What follows belongs to an exercise in optimizing a design on an open flow for small area; a production flow would make more cautious choices. The RTL was checked by simulation tests, not by an equivalence proof against the original design.

Setup of lagoon:
==> flow/design.v (excerpt) <==
module iotkv_core (
    input  wire        clk,
    input  wire        rst,
    input  wire [15:0] cfg_pin_i,
    input  wire        tick_i,
    input  wire        lim_closed_i,
    input  wire        lim_open_i,
    input  wire [3:0]  kp_sense_i,
    output wire [3:0]  kp_sense_o,
    output wire        kp_sense_oe,
    input  wire [3:0]  kp_scan_i,
    output wire [3:0]  kp_scan_o,
    output wire        kp_scan_oe,
    input  wire        bus_ev_valid_i,
    input  wire [2:0]  bus_ev_kind_i,
    input  wire [7:0]  bus_ev_data_i,
    output wire        bus_tx_valid_o,
    output wire [7:0]  bus_tx_data_o,
    output wire [7:0]  duty_open_o,
    output wire [7:0]  duty_close_o,
    output wire [6:0]  door_state_o,
    output wire [15:0] drop_count_o
);
Size: roughly 730 cells after synthesis, roughly 99 I/O pins, about 0.0062 mm² of cells after synthesis.
clock: 15.0 ns
lec_check: 0
cap_margin: 20
core_margin: 2
core_utilization: 40
slew_margin: 20
standard.sh (not shown) runs the stock make flow with config.mk's settings and CLKGATE_MAP_FILE= SYNTH_SCRIPT=/design/flow/synth_recipe.tcl, a recipe that flattens the netlist after the stock synthesis.
==> flow/flow/run.sh <==
#!/bin/bash
# Standard ORFS layout, with two changes: port buffers use the smallest
# buffer cell, and clock-tree synthesis uses smaller clock buffers and no
# dummy loads. Each step's output goes to its own log here.
set -euo pipefail
export BUFFER_PORTS_ARGS="-buffer_cell sky130_fd_sc_hd__buf_1"
export CTS_ARGS="-sink_clustering_enable -repair_clock_nets -buf_list sky130_fd_sc_hd__clkbuf_8 -dont_use_dummy_load -sink_clustering_size 30 -sink_clustering_max_diameter 120"
for step in synth floorplan place cts route finish; do
  bash standard.sh "$step" > "log_${step}.txt" 2>&1
done
Every stage of the flow completed for lagoon, and the final layout passed the timing, design-rule and antenna checks.
### lagoon -> garnet
--- a/flow/flow/run.sh
+++ b/flow/flow/run.sh
@@ -5,5 +5,5 @@
 set -euo pipefail
 export BUFFER_PORTS_ARGS="-buffer_cell sky130_fd_sc_hd__buf_1"
-export CTS_ARGS="-sink_clustering_enable -repair_clock_nets -buf_list sky130_fd_sc_hd__clkbuf_8 -dont_use_dummy_load -sink_clustering_size 30 -sink_clustering_max_diameter 120"
+export CTS_ARGS="-sink_clustering_enable -repair_clock_nets -buf_list sky130_fd_sc_hd__clkbuf_8 -dont_use_dummy_load"
 for step in synth floorplan place cts route finish; do
   bash standard.sh "$step" > "log_${step}.txt" 2>&1
--- a/flow/config.mk
+++ b/flow/config.mk
@@ -8,4 +8,4 @@
 export CAP_MARGIN = 20
 export CORE_MARGIN = 2
-export CORE_UTILIZATION = 40
+export CORE_UTILIZATION = 65
 export SLEW_MARGIN = 20
### Flow results
In the tables for lagoon and garnet, final wirelength reads lower with lagoon. lagoon and garnet ended up with roughly the same design internal power. Standard cell area after detailed placement shrinks slightly when moving from lagoon to garnet. Compared with lagoon, garnet degrades worst slack on hold paths.
Here is what was changed in the inputs of willow compared with garnet.
--- a/flow/config.mk
+++ b/flow/config.mk
@@ -8,4 +8,4 @@
 export CAP_MARGIN = 20
 export CORE_MARGIN = 2
-export CORE_UTILIZATION = 65
+export CORE_UTILIZATION = 40
 export SLEW_MARGIN = 20
### Flow results
Going from garnet to willow, post-layout worst setup margin went down by 14 ps, required time at the worst-slack endpoint went up by 20 ps, largest voltage drop on the vdd net went down by about 40%, design area went up by about 1%. Compared garnet against willow; fmax within noise. In summary, willow completed successfully, with a layout that passed the timing, design-rule and antenna checks.

## run 1
Another version of the RTL of iotkv_core (not shown whole).
clock: 15.0 ns
lec_check: 0
cap_margin: 20
core_margin: 2
core_utilization: 40
slew_margin: 20
==> flow/flow/run.sh <==
#!/bin/bash
# ORFS layout with three changes:
#  - after the standard synthesis, the combinational logic is mapped again
#    by ABC with an area script (registers untouched, see resynth.ys);
#  - port buffers use the smallest buffer cell;
#  - clock-tree synthesis uses clkbuf_8 and no dummy loads.
# Each tool's output goes to its own log file here.
set -euo pipefail
export BUFFER_PORTS_ARGS="-buffer_cell sky130_fd_sc_hd__buf_1"
export CTS_ARGS="-sink_clustering_enable -repair_clock_nets -buf_list sky130_fd_sc_hd__clkbuf_8 -dont_use_dummy_load"

WORK=$(pwd)
ORFS_WORK=$(grep -o 'WORK_HOME=[^ ]*' standard.sh | head -1 | cut -d= -f2)
RES=$ORFS_WORK/results/${FLOW_PLATFORM}/iotkv_core/base
LIB=$FLOW_HOME/platforms/${FLOW_PLATFORM}/lib/sky130_fd_sc_hd__tt_025C_1v80.lib
YOSYS=$(command -v yosys || echo "$FLOW_HOME/../tools/install/yosys/bin/yosys")

bash standard.sh synth > log_synth.txt 2>&1
cp "$RES/1_2_yosys.v" "$WORK/standard_netlist.v"

DONTUSE=""
for c in sky130_fd_sc_hd__probe_p_8 sky130_fd_sc_hd__probec_p_8; do DONTUSE="$DONTUSE -dont_use $c"; done
DONTUSE="$DONTUSE -dont_use sky130_fd_sc_hd__lpflow_*"
python3 flow/comb_lib.py "$LIB" "$WORK/comb.lib" > log_comb_lib.txt 2>&1
sed -e "s#COMBLIB#$WORK/comb.lib#" -e "s#LIBFILE#$LIB#g" -e "s#NETIN#$WORK/standard_netlist.v#" -e "s#NETOUT#$WORK/resynth_netlist.v#" \
    -e "s#TOPNAME#$FLOW_TOP#" -e "s#SCRIPT#$WORK/flow/resynth.abc#" -e "s#DONTUSE#$DONTUSE#" \
    flow/resynth.ys > resynth_run.ys
"$YOSYS" -l log_resynth.txt -q resynth_run.ys > /dev/null 2>&1

cp "$WORK/resynth_netlist.v" "$RES/1_2_yosys.v"
rm -f "$RES/1_synth.odb"
bash standard.sh synth > log_synth_odb.txt 2>&1
for step in floorplan place cts route finish; do
  bash standard.sh "$step" > "log_${step}.txt" 2>&1
done
==> flow/flow/comb_lib.py <==
# write a liberty file holding only the combinational cells of a liberty file
# write a liberty file holding only the combinational cells of the input
import re, sys
src = open(sys.argv[1]).read()
out = open(sys.argv[2], 'w')
# split into header, cells
i = src.index('cell (')
head = src[:i]
body = src[i:]
# find each top-level cell group by brace matching
cells = []
pos = 0
while True:
    m = re.compile(r'\bcell\s*\(').search(body, pos)
    if not m: break
    j = body.index('{', m.end())
    depth = 0; k = j
    while True:
        c = body[k]
        if c == '{': depth += 1
        elif c == '}':
            depth -= 1
            if depth == 0: break
        k += 1
    cells.append(body[m.start():k+1]); pos = k+1
tail = body[pos:]
out.write(head)
keep = 0
for c in cells:
    if re.search(r'\b(ff|latch|statetable)\s*\(', c): continue
    if 'function' not in c: continue
    out.write(c + '\n'); keep += 1
out.write(tail)
out.close()
print('kept', keep, 'of', len(cells))
==> flow/flow/resynth.ys <==
# Re-map the combinational logic of the standard synthesis netlist for area.
# The registers stay as they are (same instances, names and cells): their
# cells are kept as black boxes while every other cell is flattened into
# logic and mapped again by ABC.
read_liberty -lib LIBFILE
read_liberty -wb -overwrite COMBLIB
read_verilog NETIN
hierarchy -top TOPNAME
flatten -wb
opt_clean
abc -liberty LIBFILE -script SCRIPT DONTUSE
opt_clean -purge
hilomap -singleton -hicell sky130_fd_sc_hd__conb_1 HI -locell sky130_fd_sc_hd__conb_1 LO
insbuf -buf sky130_fd_sc_hd__buf_4 A X
opt_clean -purge
stat -liberty LIBFILE
write_verilog -noattr -nohex -nodec NETOUT
Other scripts of this flow, unchanged in this note and not shown: flow/flow/resynth.abc
> inputs changed (run 1 -> run 2)
--- a/flow/flow/run.sh
+++ b/flow/flow/run.sh
@@ -22,6 +22,5 @@
 for c in sky130_fd_sc_hd__probe_p_8 sky130_fd_sc_hd__probec_p_8; do DONTUSE="$DONTUSE -dont_use $c"; done
 DONTUSE="$DONTUSE -dont_use sky130_fd_sc_hd__lpflow_*"
-python3 flow/comb_lib.py "$LIB" "$WORK/comb.lib" > log_comb_lib.txt 2>&1
-sed -e "s#COMBLIB#$WORK/comb.lib#" -e "s#LIBFILE#$LIB#g" -e "s#NETIN#$WORK/standard_netlist.v#" -e "s#NETOUT#$WORK/resynth_netlist.v#" \
+sed -e "s#LIBFILE#$LIB#g" -e "s#NETIN#$WORK/standard_netlist.v#" -e "s#NETOUT#$WORK/resynth_netlist.v#" \
     -e "s#TOPNAME#$FLOW_TOP#" -e "s#SCRIPT#$WORK/flow/resynth.abc#" -e "s#DONTUSE#$DONTUSE#" \
     flow/resynth.ys > resynth_run.ys
--- a/flow/flow/resynth.ys
+++ b/flow/flow/resynth.ys
@@ -3,6 +3,6 @@
 # cells are kept as black boxes while every other cell is flattened into
 # logic and mapped again by ABC.
-read_liberty -lib LIBFILE
-read_liberty -wb -overwrite COMBLIB
+read_liberty -wb -ignore_miss_func LIBFILE
+blackbox sky130_fd_sc_hd__*df* sky130_fd_sc_hd__*dl* sky130_fd_sc_hd__*sdf*
 read_verilog NETIN
 hierarchy -top TOPNAME
removed: flow/flow/comb_lib.py
==> notes.md <==
Run 2 did not make it past netlist read-in after synthesis (1_synth), where a tool error ended it.

[static timing again, ports no longer ideal]
No port has a modelled driver above. Below, the same layouts with a new extraction and two added sets of constraints. Step 1: set_driving_cell puts a clkbuf_16 on clk and a buf_2 on each other input, an assumption about the parent block. Step 2, shift: input delay + t, output delay - t, t = (earliest + latest rising clock arrival at the registers) / 2. This alone moves slack from input paths to output paths. a / b / c = no drivers / after step 1 / after step 2; a / b = the first two.
| run | shift t [ns] | setup WS [ns] | worst hold slack (ns) | worst setup path after step 2 |
|---|---|---|---|---|
| lagoon | 0.402 | 7.058 / 7.073 / 6.671 | 0.400 / 0.400 / 0.400 | input to register |
| garnet | 0.380 | 7.072 / 7.086 / 6.706 | 0.378 / 0.378 / 0.378 | input to register |
| willow | 0.402 | 7.058 / 7.073 / 6.671 | 0.400 / 0.400 / 0.400 | input to register |
| run 1 | 0.402 | 7.094 / 7.109 / 6.707 | 0.392 / 0.392 / 0.392 | input to register |
After both steps every run listed still meets setup and hold.
